Context: an optimization exercise on an open-source flow, tuned for small area, a short achievable clock period and few clock cycles per item. The choices shown serve that exercise and are no tape-out recipe.
In this exercise RTL edits were held to simulation tests only and were not proved equivalent to the original.

// wavetable_osc
module wavetable_osc (
    input  wire        clk,
    input  wire        rst,             
    input  wire        cmd_valid,
    output wire        cmd_ready,
    input  wire [31:0] cmd_word,
    input  wire [31:0] cmd_w0,
    output reg         smp_valid,
    output reg  [31:0] smp_data,
    output wire        idle,
    output reg  [31:0] phase,
    output reg         reset_pending,
    output reg         err_cmd,
    output reg         err_w0
);
==> flow/config.mk <==
export PLATFORM = sky130hd
export DESIGN_NAME = wavetable_osc
export DESIGN_NICKNAME = wavetable_osc
export VERILOG_FILES = /design/flow/design.v
export SDC_FILE = /design/flow/constraint.sdc
export NUM_CORES = 4
export LEC_CHECK = 0
export ABC_AREA = 1
export CAP_MARGIN = 20
export CORE_MARGIN = 2
export CORE_UTILIZATION = 45
export PLACE_DENSITY = 0.58
export SLEW_MARGIN = 20
export SYNTH_HIERARCHICAL = 1
export SYNTH_MEMORY_MAX_BITS = 16384
==> flow/constraint.sdc <==
create_clock -name core_clock -period 30.0 [get_ports {clk}]
set_input_delay 6.0000 -clock core_clock [delete_from_list [all_inputs] [get_ports {clk}]]
set_output_delay 6.0000 -clock core_clock [all_outputs]
set_load 0.01 [all_outputs]
standard.sh (not shown) runs the stock make flow with config.mk's settings and CLKGATE_MAP_FILE= SYNTH_SCRIPT=/design/flow/synth_recipe.tcl, a recipe that flattens the netlist after the stock synthesis.
==> flow/flow/run.sh <==
#!/bin/bash
# The standard layout (the standard.sh, its synthesis unchanged), with
# one change: the buffers that global placement puts on every input and
# output port are sky130_fd_sc_hd__buf_2 cells instead of the default
# choice (a delay cell, sky130_fd_sc_hd__clkdlybuf4s50_1). Every port still
# gets its own buffer. make's full output goes to layout.log here.
set -euo pipefail
bash standard.sh 'BUFFER_PORTS_ARGS=-buffer_cell sky130_fd_sc_hd__buf_2' finish > layout.log 2>&1
The first run ran to the end with no violations.
Testbench counts at the start, summed over its fixed seeds: cycles 41,430, items 41,154.
Then changed:
==> flow/run.sh (new file) <==
#!/bin/bash
# synth_recipe.tcl (not shown) runs the flow's synth.tcl, then flattens the netlist and writes it again
# the make line also repeats each setting of config.mk as NAME=value (left out here)
make -C /OpenROAD-flow-scripts/flow DESIGN_CONFIG=/design/flow/config.mk WORK_HOME=/design/flow/orfs CLKGATE_MAP_FILE= SYNTH_SCRIPT=/design/flow/synth_recipe.tcl finish
Settings changed: CORE_UTILIZATION 45 to 40, PLACE_DENSITY 0.58 to 0.55.
removed: flow/flow/run.sh
removed: flow/standard.sh
Final area grows by 1.1%.
Die area climbs by about 12%.
Sequential cell count stays the same.
Global-route usage goes down by 3.5 points.
Cell count went up by 2.2%.
Wire length goes up by about 0.6%.
Clock-buffer cell count rose by 1.
Fmax went down by 4.1%.
Via count stays flat.
Then changed:
==> flow/flow/run.sh (new file) <==
#!/bin/bash
# The standard layout (the standard.sh, its synthesis unchanged), with
# one change: the buffers that global placement puts on every input and
# output port are sky130_fd_sc_hd__buf_2 cells instead of the default
# choice (a delay cell, sky130_fd_sc_hd__clkdlybuf4s50_1). Every port still
# gets its own buffer. make's full output goes to layout.log here.
set -euo pipefail
bash standard.sh 'BUFFER_PORTS_ARGS=-buffer_cell sky130_fd_sc_hd__buf_2' finish > layout.log 2>&1
==> flow/standard.sh (new file) <==
#!/bin/bash
# synth_recipe.tcl (not shown) runs the flow's synth.tcl, then flattens the netlist and writes it again
# the make line also repeats each setting of config.mk as NAME=value (left out here)
make -C /OpenROAD-flow-scripts/flow DESIGN_CONFIG=/design/flow/config.mk WORK_HOME=/design/flow/orfs CLKGATE_MAP_FILE= SYNTH_SCRIPT=/design/flow/synth_recipe.tcl "${@:-finish}"
removed: flow/run.sh
After rerunning: Fmax goes up by 5.1%; synthesized area stays the same; hold slack is worse by 0.0036 ns; cell count stays flat; via count goes down by about 0.34%; routed wire length goes up by about 0.6%; die area does not change; count of clock-buffer cells in the layout goes up by 3.

[afterwards: timing with drivers on the ports]
No port has a modelled driver above. Below, the same layouts with a new extraction and two added sets of constraints. Step 1 (the two cells are an assumption about what drives the block):
set clk [get_ports {clk}]
set_driving_cell -lib_cell sky130_fd_sc_hd__clkbuf_16 $clk
set_driving_cell -lib_cell sky130_fd_sc_hd__buf_2 [delete_from_list [all_inputs] $clk]
Step 2 also shifts input and output timing later by t, the mid clock arrival at the registers, as if the neighbouring blocks saw the same clock. a / b / c = no drivers / after step 1 / after step 2; a / b = the first two.
| run | t (ns) | setup slack, ns | hold slack, ns | worst slew at a driven data input, ns |
|---|---|---|---|---|
| the first run | 0.987 | 22.343 / 22.226 / 22.741 | 0.247 / 0.247 / 0.247 | 0.07 |
| the second run | 0.999 | 22.015 / 21.902 / 22.399 | 0.294 / 0.294 / 0.294 | 0.08 |
| the third run | 1.004 | 22.401 / 22.290 / 22.574 | 0.290 / 0.290 / 0.290 | 0.08 |
After both steps setup and hold are still met in every run listed.
